This is an optimization exercise on Yosys and OpenROAD, whose aim is small area, a short achievable clock period and few clock cycles, not a production implementation. The RTL was checked by simulation tests, not by an equivalence proof against the original design. Power and IR drop assume default switching activity.

File: flow/config.mk
export PLATFORM = sky130hd
export DESIGN_NAME = jbeat_crc
export DESIGN_NICKNAME = jbeat_crc
export VERILOG_FILES = /design/flow/design.v
export SDC_FILE = /design/flow/constraint.sdc
export NUM_CORES = 4
export LEC_CHECK = 0
export CAP_MARGIN = 20
export CORE_MARGIN = 2
export CORE_UTILIZATION = 40
export PLACE_DENSITY = 0.6
export SLEW_MARGIN = 20
File: flow/constraint.sdc
create_clock -name core_clock -period 7.0 [get_ports {clk}]
set_input_delay 1.4000 -clock core_clock [delete_from_list [all_inputs] [get_ports {clk}]]
set_output_delay 1.4000 -clock core_clock [all_outputs]
set_load 0.01 [all_outputs]
File: flow/design.v
module jbeat_crc (
  input  wire        clk,
  input  wire        rst,
  input  wire        req_valid,
  input  wire        req_write,
  input  wire [3:0]  req_addr,
  input  wire [31:0] req_wdata,
  output reg         rsp_valid,
  output reg  [31:0] rsp_rdata,
  input  wire [31:0] len_src,
  input  wire [31:0] len_tgt,
  input  wire [31:0] len_pat,
  output reg         mem_en,
  output reg         mem_we,
  output reg  [1:0]  mem_sel,
  output reg  [29:0] mem_addr,
  output reg  [3:0]  mem_wstrb,
  output reg  [31:0] mem_wdata,
  input  wire [31:0] mem_rdata
);
  localparam [31:0] POLY = 32'hEDB88320;
  localparam [3:0] C_MIS_SRC = 4'd1, C_SIZE = 4'd4, C_TRUNC = 4'd5,
                   C_ILLEGAL = 4'd6, C_NOTREADY = 4'd7;
  localparam [2:0] K_CKSUM = 3'd0, K_LDEXP = 3'd1, K_STORE = 3'd2,
                   K_VERIFY = 3'd3, K_SEAL = 3'd4;
  localparam [2:0] U_CK = 3'd0, U_LD = 3'd1, U_ST = 3'd2, U_CHK = 3'd3,
                   U_DONE = 3'd4;
  localparam [1:0] S_IDLE = 2'd0, S_SETUP = 2'd1, S_XFER = 2'd2;
  function [31:0] crc_step(input [31:0] c, input [7:0] d);
    integer k;
    reg [31:0] x;
    begin
      x = c ^ {24'd0, d};
      for (k = 0; k < 8; k = k + 1)
        x = x[0] ? ((x >> 1) ^ POLY) : (x >> 1);
      crc_step = x;
    end
  endfunction
  reg [31:0] acc;
  reg [95:0] sum_q;     
  reg [95:0] exp_q;     
  reg [95:0] size_q;    
  reg        acc_v;
  reg [2:0]  sum_v, exp_v, size_v;
  reg        ok, fault;
  reg [3:0]  cause;
  wire [15:0] status = {cause, fault, ok, size_v, exp_v, sum_v, acc_v};
  reg [1:0]  state;
  reg [2:0]  kind;
  reg [1:0]  kb;        
  reg [2:0]  pc;
  reg [2:0]  utype;     
  reg [1:0]  ub;        
  reg [31:0] base;      
  reg [31:0] total;     
  reg [31:0] iss;       
  reg        pend;      
  reg [1:0]  pend_lane;
  wire [31:0] size_pat = size_q[95:64];
  function [31:0] buf_len(input [1:0] b);
    case (b)
      2'd0:    buf_len = len_src;
      2'd1:    buf_len = len_tgt;
      default: buf_len = len_pat;
    endcase
  endfunction
  function [4:0] step_of(input [2:0] k, input [1:0] b, input [2:0] p);
    begin
      step_of = {U_DONE, 2'd0};
      case (k)
        K_CKSUM: if (p == 3'd0) step_of = {U_CK, b};
        K_LDEXP: if (p == 3'd0) step_of = {U_LD, 2'd0};
        K_STORE: if (p == 3'd0) step_of = {U_ST, b};
        K_VERIFY:
          case (p)
            3'd0: step_of = {U_LD,  2'd0};
            3'd1: step_of = {U_CK,  2'd0};
            3'd2: step_of = {U_CK,  2'd1};
            3'd3: step_of = {U_CK,  2'd2};
            3'd4: step_of = {U_CHK, 2'd0};
            default: ;
          endcase
        K_SEAL:
          case (p)
            3'd0: step_of = {U_CK, 2'd0};
            3'd1: step_of = {U_CK, 2'd1};
            3'd2: step_of = {U_ST, 2'd0};
            3'd3: step_of = {U_ST, 2'd1};
            3'd4: step_of = {U_CK, 2'd2};
            3'd5: step_of = {U_ST, 2'd2};
            default: ;
          endcase
        default: ;
      endcase
    end
  endfunction
  wire [15:0] cw   = req_wdata[15:0];
  wire [3:0]  c_op = cw[15:12];
  wire [1:0]  c_z  = cw[11:10];
  wire [1:0]  c_b  = cw[9:8];
  wire [7:0]  c_imm = cw[7:0];
  wire [1:0] wr_b = req_addr[1:0] - 2'd2;    
  reg c_legal;
  always @(*) begin
    case (c_op)
      4'h2:                         c_legal = (c_z == 2'd0) && (c_b == 2'd0);
      4'h3, 4'h4, 4'h8:             c_legal = (c_z == 2'd0) && (c_b != 2'd3) && (c_imm == 8'd0);
      4'h1, 4'h5, 4'h6, 4'h7, 4'h9, 4'hF:
                                    c_legal = (cw[11:0] == 12'd0);
      default:                      c_legal = 1'b0;
    endcase
  end
  reg       chk_fault;
  reg [3:0] chk_cause;
  always @(*) begin
    chk_fault = 1'b1;
    chk_cause = 4'd0;
    if (!(&sum_v) || !(&exp_v))                chk_cause = C_NOTREADY;
    else if (sum_q[31:0]  != exp_q[31:0])      chk_cause = C_MIS_SRC;
    else if (sum_q[63:32] != exp_q[63:32])     chk_cause = C_MIS_SRC + 4'd1;
    else if (sum_q[95:64] != exp_q[95:64])     chk_cause = C_MIS_SRC + 4'd2;
    else                                       chk_fault = 1'b0;
  end
  reg [31:0] rd_val;
  always @(*) begin
    case (req_addr)
      4'd1:  rd_val = {16'd0, status};
      4'd2:  rd_val = size_q[31:0];
      4'd3:  rd_val = size_q[63:32];
      4'd4:  rd_val = size_q[95:64];
      4'd5:  rd_val = acc;
      4'd6:  rd_val = sum_q[31:0];
      4'd7:  rd_val = sum_q[63:32];
      4'd8:  rd_val = sum_q[95:64];
      4'd9:  rd_val = exp_q[31:0];
      4'd10: rd_val = exp_q[63:32];
      4'd11: rd_val = exp_q[95:64];
      default: rd_val = 32'd0;
    endcase
  end
  wire [4:0]  cur_step = step_of(kind, kb, pc);
  wire [2:0]  st_type  = cur_step[4:2];
  wire [1:0]  st_b     = cur_step[1:0];
  wire [31:0] st_len   = buf_len(st_b);
  wire [31:0] st_size  = size_q[32*st_b +: 32];
  wire [31:0] byte_idx  = base + iss;
  wire        more      = (iss != total);
  wire [7:0]  rd_byte   = mem_rdata[8*pend_lane +: 8];
  wire [31:0] st_word   = sum_q[32*ub +: 32];
  wire [7:0]  wr_byte   = st_word[8*iss[1:0] +: 8];
  always @(*) begin
    mem_en    = 1'b0;
    mem_we    = 1'b0;
    mem_sel   = (utype == U_CK) ? ub : 2'd2;
    mem_addr  = byte_idx[31:2];
    mem_wstrb = 4'd0;
    mem_wdata = {4{wr_byte}};
    if (state == S_XFER && more) begin
      mem_en = 1'b1;
      if (utype == U_ST) begin
        mem_we    = 1'b1;
        mem_wstrb = 4'd1 << byte_idx[1:0];
      end
    end
  end
  always @(posedge clk) begin
    rsp_valid <= 1'b0;
    if (rst) begin
      state  <= S_IDLE;
      acc_v  <= 1'b0;
      sum_v  <= 3'd0;
      exp_v  <= 3'd0;
      size_v <= 3'd0;
      ok     <= 1'b0;
      fault  <= 1'b0;
      cause  <= 4'd0;
      pend   <= 1'b0;
    end else begin
      case (state)
        S_IDLE: if (req_valid) begin
          if (!req_write) begin
            rsp_rdata <= rd_val;
            rsp_valid <= 1'b1;
          end else if (fault && !(req_addr == 4'd0 && cw == 16'hF000)) begin
            rsp_valid <= 1'b1;                        
          end else if (req_addr >= 4'd2 && req_addr <= 4'd4) begin
            size_q[32*wr_b +: 32] <= req_wdata;
            size_v[wr_b] <= 1'b1;
            sum_v[wr_b]  <= 1'b0;
            ok <= 1'b0;
            if (req_addr == 4'd4) exp_v <= 3'd0;
            rsp_valid <= 1'b1;
          end else if (req_addr != 4'd0) begin
            rsp_valid <= 1'b1;                        
          end else if (!c_legal) begin
            fault <= 1'b1; cause <= C_ILLEGAL; ok <= 1'b0;
            rsp_valid <= 1'b1;
          end else begin
            rsp_valid <= 1'b1;
            case (c_op)
              4'h1: begin                             
                acc   <= 32'hFFFFFFFF;
                acc_v <= 1'b1;
              end
              4'h2: begin                             
                if (!acc_v) begin
                  fault <= 1'b1; cause <= C_NOTREADY; ok <= 1'b0;
                end else
                  acc <= crc_step(acc, c_imm);
              end
              4'h3: begin                             
                if (!acc_v) begin
                  fault <= 1'b1; cause <= C_NOTREADY; ok <= 1'b0;
                end else begin
                  sum_q[32*c_b +: 32] <= ~acc;
                  sum_v[c_b] <= 1'b1;
                  ok <= 1'b0;
                end
              end
              4'h6: begin                             
                if (chk_fault) begin
                  fault <= 1'b1; cause <= chk_cause; ok <= 1'b0;
                end else
                  ok <= 1'b1;
              end
              4'hF: begin                             
                acc_v <= 1'b0; sum_v <= 3'd0; exp_v <= 3'd0; size_v <= 3'd0;
                ok <= 1'b0; fault <= 1'b0; cause <= 4'd0;
              end
              4'h7, 4'h9: begin                       
                if (!(&size_v)) begin
                  fault <= 1'b1; cause <= C_NOTREADY; ok <= 1'b0;
                end else if (c_op == 4'h9 &&
                             (size_pat < 32'd12 || size_pat > len_pat)) begin
                  fault <= 1'b1; cause <= C_TRUNC; ok <= 1'b0;
                end else begin
                  rsp_valid <= 1'b0;
                  kind  <= (c_op == 4'h7) ? K_VERIFY : K_SEAL;
                  kb    <= 2'd0;
                  pc    <= 3'd0;
                  state <= S_SETUP;
                end
              end
              default: begin                          
                rsp_valid <= 1'b0;
                kind  <= (c_op == 4'h4) ? K_CKSUM :
                         (c_op == 4'h5) ? K_LDEXP : K_STORE;
                kb    <= c_b;
                pc    <= 3'd0;
                state <= S_SETUP;
              end
            endcase
          end
        end
        S_SETUP: begin
          utype <= st_type;
          ub    <= st_b;
          iss   <= 32'd0;
          case (st_type)
            U_CK: begin
              if (!size_v[st_b]) begin
                fault <= 1'b1; cause <= C_NOTREADY; ok <= 1'b0;
                rsp_valid <= 1'b1; state <= S_IDLE;
              end else if (st_b == 2'd2 && st_size < 32'd4) begin
                fault <= 1'b1; cause <= C_TRUNC; ok <= 1'b0;
                rsp_valid <= 1'b1; state <= S_IDLE;
              end else if ((st_b == 2'd2 ? st_size - 32'd4 : st_size) > st_len) begin
                fault <= 1'b1; cause <= (st_b == 2'd2) ? C_TRUNC : C_SIZE; ok <= 1'b0;
                rsp_valid <= 1'b1; state <= S_IDLE;
              end else begin
                base  <= 32'd0;
                total <= (st_b == 2'd2) ? st_size - 32'd4 : st_size;
                acc   <= 32'hFFFFFFFF;
                state <= S_XFER;
              end
            end
            U_LD, U_ST: begin
              if (!size_v[2] || (st_type == U_ST && !sum_v[st_b])) begin
                fault <= 1'b1; cause <= C_NOTREADY; ok <= 1'b0;
                rsp_valid <= 1'b1; state <= S_IDLE;
              end else if (size_pat < 32'd12 || size_pat > len_pat) begin
                fault <= 1'b1; cause <= C_TRUNC; ok <= 1'b0;
                rsp_valid <= 1'b1; state <= S_IDLE;
              end else begin
                if (st_type == U_LD) begin
                  base  <= size_pat - 32'd12;
                  total <= 32'd12;
                end else begin
                  base  <= size_pat - 32'd12 + {28'd0, st_b, 2'b00};
                  total <= 32'd4;
                end
                state <= S_XFER;
              end
            end
            U_CHK: begin
              if (chk_fault) begin
                fault <= 1'b1; cause <= chk_cause; ok <= 1'b0;
                rsp_valid <= 1'b1; state <= S_IDLE;
              end else begin
                ok <= 1'b1;
                pc <= pc + 3'd1;
              end
            end
            default: begin                            
              rsp_valid <= 1'b1;
              state <= S_IDLE;
            end
          endcase
        end
        S_XFER: begin
          if (more) begin
            iss <= iss + 32'd1;
            if (utype != U_ST) begin
              pend <= 1'b1;
              pend_lane <= byte_idx[1:0];
            end
          end else
            pend <= 1'b0;
          if (pend) begin
            if (utype == U_CK)
              acc <= crc_step(acc, rd_byte);
            else
              exp_q <= {rd_byte, exp_q[95:8]};
          end
          if (!more && !pend) begin
            case (utype)
              U_CK: begin
                sum_q[32*ub +: 32] <= ~acc;
                sum_v[ub] <= 1'b1;
                acc_v <= 1'b1;
                ok <= 1'b0;
              end
              U_LD: begin
                exp_v <= 3'b111;
                ok <= 1'b0;
              end
              default: begin                          
                exp_v <= 3'd0;
                ok <= 1'b0;
                if (ub != 2'd2) sum_v[2] <= 1'b0;
              end
            endcase
            pc <= pc + 3'd1;
            state <= S_SETUP;
          end
        end
        default: state <= S_IDLE;
      endcase
    end
  end
endmodule
File: flow/run.sh
#!/bin/bash
# synth_recipe.tcl (not shown) runs the flow's synth.tcl, then flattens the netlist and writes it again
# the make line also repeats each setting of config.mk as NAME=value (left out here)
make -C /OpenROAD-flow-scripts/flow DESIGN_CONFIG=/design/flow/config.mk WORK_HOME=/design/flow/orfs CLKGATE_MAP_FILE= SYNTH_SCRIPT=/design/flow/synth_recipe.tcl finish
==> run notes <==
[worst max-delay path by stage]
stage | end
final | acc[29]$_DFFE_PP_
after detailed placement | base[8]$_SDFFCE_PN0P_
after floorplan | base[0]$_SDFFCE_PN0P_
after global routing | total[10]$_SDFFCE_PP0P_
after global placement | base[8]$_SDFFCE_PN0P_
after CTS | base[8]$_SDFFCE_PN0P_
[area by class of cell]
type	count	area, um2	area share [%]
well taps	1144	1430	3.57
repair buffers	388	3680	9.17
multi-input cells	2607	18000	44.9
clock inverters	28	194	0.483
inverters	265	995	2.48
diodes	1	2.50	0.00623
flip-flops and latches	481	14300	35.5
clock buffers	74	1560	3.90
[layout by cell type (no fill, tap or decap), drive strengths merged, types with 99 or more instances in the layout]
| cell | count |
|---|---|
| edfxtp | 463 |
| nand2 | 347 |
| clkdlybuf4s50 | 270 |
| a21oi | 269 |
| inv | 265 |
| o21ai | 228 |
| xnor2 | 208 |
| nor2 | 199 |
| xor2 | 157 |
| ha | 123 |
| buf | 118 |
| o21a | 99 |
[per-stage QoR]
stage,instance area (um2),hold slack [ns],util (%)
floorplan,34500,0.445,-
global placement,38200,0.479,44.9
detailed placement,38300,0.485,44.9
CTS,40100,0.500,47.0
global route,40100,0.519,47.1
finish,40100,0.496,47.1
[critical path: stages (launching register included)]
cell and delay, ns:
edfxtp_1 0.44, ha_1 0.25, ha_1 0.22, nor4_2 0.32, o211a_2 0.27, buf_4 0.16
buf_4 0.35, o211ai_1 0.33, a2111oi_2 0.66, nand4_1 0.22, buf_4 0.20, nand4b_1 0.18
xnor2_1 0.18, ha_1 0.34, a21o_1 0.18, a21o_1 0.17, a21oi_1 0.19, o211ai_1 0.21
o22ai_2 0.29, nand2_1 0.10, a311oi_2 0.28, buf_4 0.18, nand2_1 0.11, a21oi_4 0.21
buf_12 0.22
[power by group through the flow]
stage / clock [mW] / combinational, mW / sequential (mW)
3_5_place_dp: 0 / 0.644 / 3.23
6_report: 2.91 / 0.662 / 3.17
5_1_grt: 3.03 / 0.702 / 3.17
2_1_floorplan: 0 / 0.350 / 3.22
4_1_cts: 2.93 / 0.648 / 3.17
3_3_place_gp: 0 / 0.643 / 3.23
[what timing repair did]
item                       in CTS  in global routing
gates resized for setup         0                 14
setup endpoints to repair      61                104
buffers inserted                3                  1
pin swaps                       1                  2
hold buffers                    0                  0
[logic make-up after synthesis]
group,share of synthesized area [%]
compound gates,21.3
simple gates,13.4
buf+inv,7.05
flops,41.4
xor+xnor,9.34
fa+ha+maj,4.61
mux,2.92
[per-layer routing]
layer	global-route usage (%)	wire length, um	vias to the layer above
li1	-	-	13800
met1	46.2	62100	15700
met2	46.9	62800	2089
met3	9.04	18300	332
met4	14.0	7170	2
met5	0	8	-
[state kept, by name, indices dropped and copies added, names as in the netlist, 2 cells and up]
register   cells
kind           3
total         32
kb             2
rsp_rdata     32
pend_lane      2
state          2
utype          3
cause          4
ub             2
size_q        96
exp_q         96
size_v         3
pc             3
iss           32
base          32
acc           32
sum_q         96
sum_v          3
==> metrics.md <==
| Metric | Value |
|---|---|
| Crit start category | flop |
| First-pass GRT wire length | 214 mm |
| Fill cells | 8,108 |
| Syn_nets | about 4,000 |
| CP Data Required Time | ~7.3 ns |
| Commonest register cell after synthesis | edfxtp_1 |
| Die area | around 90,000 um2 |
| Area growth syn-to-layout | 16.4% |
| Gate power share | around a tenth |
| Routed via count | between 30,000 and 40,000 |
| R2R cell count | 24 |
| Synthesis-stage register bit count | about 480 |
| Int Pwr | between 5 and 6 mW |
| Largest net degree at the start of global routing | just under 100 |
| Instance count of the mapped netlist | between 3,000 and 4,000 |
| HP Start | exp_q[85]$_DFFE_PP_ |
| GPL Wtd Cong | 1.01 |
| Async set-reset flop share out of synthesis | 0% |
| # rows | around 110 |
| Switching Fraction | between 20% and 30% |
| Drt first pass iters | 6 |
| CP max FO | 35 |
| Total Routing Usage GR | 32.8% |
| Hold endpoint | exp_q[77]$_DFFE_PP_ |
| Synthesized area per cell | around 9.4 um2 |
| Outcome | complete, no violations |
| Max-cap check violation count | 0 |
| Initial Utilization | 40.4% |
| Count leader, synth | edfxtp_1 |
| Hold violation count in the final report | 0 |
| Max Slew Vio Count | 0 |
| Final setup violation count | 0 |
| Area contributors post-synth | edfxtp_1 40%, xnor2_1 5.3%, ha_1 4.5% |
| Non-filler cells, final | between 4,000 and 5,000 |
| Sw Pwr | roughly 1.7 mW |
| Sequential share of the synthesized area | just over 40% |
| Setup tns final | 0 ns |
| Clock Root Buffer | clkbuf_16 |
| Pre-CTS setup slack | -0.161 ns |
| PwrDens | between 150 and 200 nW/um2 |
| Min cycle time layout | approximately 6.6 ns |
| DRT antenna net count | 0 |
| Number of synthesized flops with an enable pin | approximately 460 |
| Critical path class | reg2reg |
| Period utilization | between 90% and 100% |
| I/O pin cnt | 271 |
| Antenna violations before repair | 3 |
| CTS clk-pin slew, worst paths | approximately 0.060 ns |
| Die height | approximately 300 um |
| Relative slew slack | approximately 25% |
| Worst EP arrival | between 6 and 7 ns |
| Share of the synthesized area in the top cell type | between 40% and 50% |
| Core area | around 85,000 um2 |
| DRT Wirelength | around 150 mm |
| I/O Buffers | 270 |
| Share of layout cells above drive strength 1 | 8.09% |
| Post-detailed-route DRC marker count | 0 |
| Clock Sink Count | about 480 |
| Dpl cells | about 5,000 |
| Wire per inst | between 30 and 40 um |
| Leakage | 14.1 nW |
| Hold Path Cell Cnt | 0 |
| Reg2Reg Launch Point | pc[0]$_SDFFCE_PP0P_ |
| Yosys warnings | 1 |
| HP Class | reg2reg |
| Pwr Total | between 6 and 7 mW |
| Total CTS buffers | between 50 and 60 |
| Max Root-Sink Buffers | 3 |
| Least-Margin Pin Slew | roughly 1.1 ns |
| Slack of the worst reg-to-reg path | around 0.39 ns |
| Cell taking the most area after synthesis | edfxtp_1 |
| HPWL Detailed | approximately 110 mm |
| Post-Syn Area | 34,500 um2 |
| Vias in the first global route | between 20,000 and 30,000 |
| Seq pwr share | 47.0% |
| Worst Skew | ~0.023 ns |
| Skew-Pair Late Insertion Delay | around 0.66 ns |
| DR vias/cell | 6.39 |
| Yosys cell types | 106 |
| CTS tree | built |
| Fmax | approximately 150 MHz |
| Maximum VDD drop | approximately 0.21 mV |
| Synth top cells by count | 463 x edfxtp_1, 347 x nand2_1, 268 x a21oi_1, 261 x inv_1, 227 x o21ai_0 |
| Clock power share | between 40% and 50% |
| Crit end category | flop |
| Grt ovf | 0 |
| Chip width | ~300 um |
| PnR worst setup slack | 0.387 ns |
| Iter 0 DRT Violations | 4,892 |
| Nets | about 4,100 |
| CP Launch Point | pc[0]$_SDFFCE_PP0P_ |
| H-tree Lvls | 2 |
| RR Endpoint | acc[29]$_DFFE_PP_ |
Testbench counts, summed over its fixed seeds: cycles 219,197.

==> static timing again, ports no longer ideal <==
Ports are ideal in the flow. The routed layout listed here was re-timed in OpenROAD. Step 1 sets driving cells, clkbuf_16 on the clock port and buf_2 on the other inputs (assumed; they add their load-dependent delay and slew). Step 2 also shifts input and output timing later by t, the mid clock arrival at the registers, as if the neighbouring blocks saw the same clock. Slacks: no drivers / after step 1 / after step 2; pairs: no drivers / after step 1.
t, ns: 0.720
setup slack, ns: 0.387 / 0.387 / 0.387
worst setup path after step 2: register to register
worst slew at a driven data input, ns: 0.08
After both steps setup and hold are still met in this run. For this run, drivers alone change the setup slack by 0.000 ns; drivers and shift together by 0.000 ns.
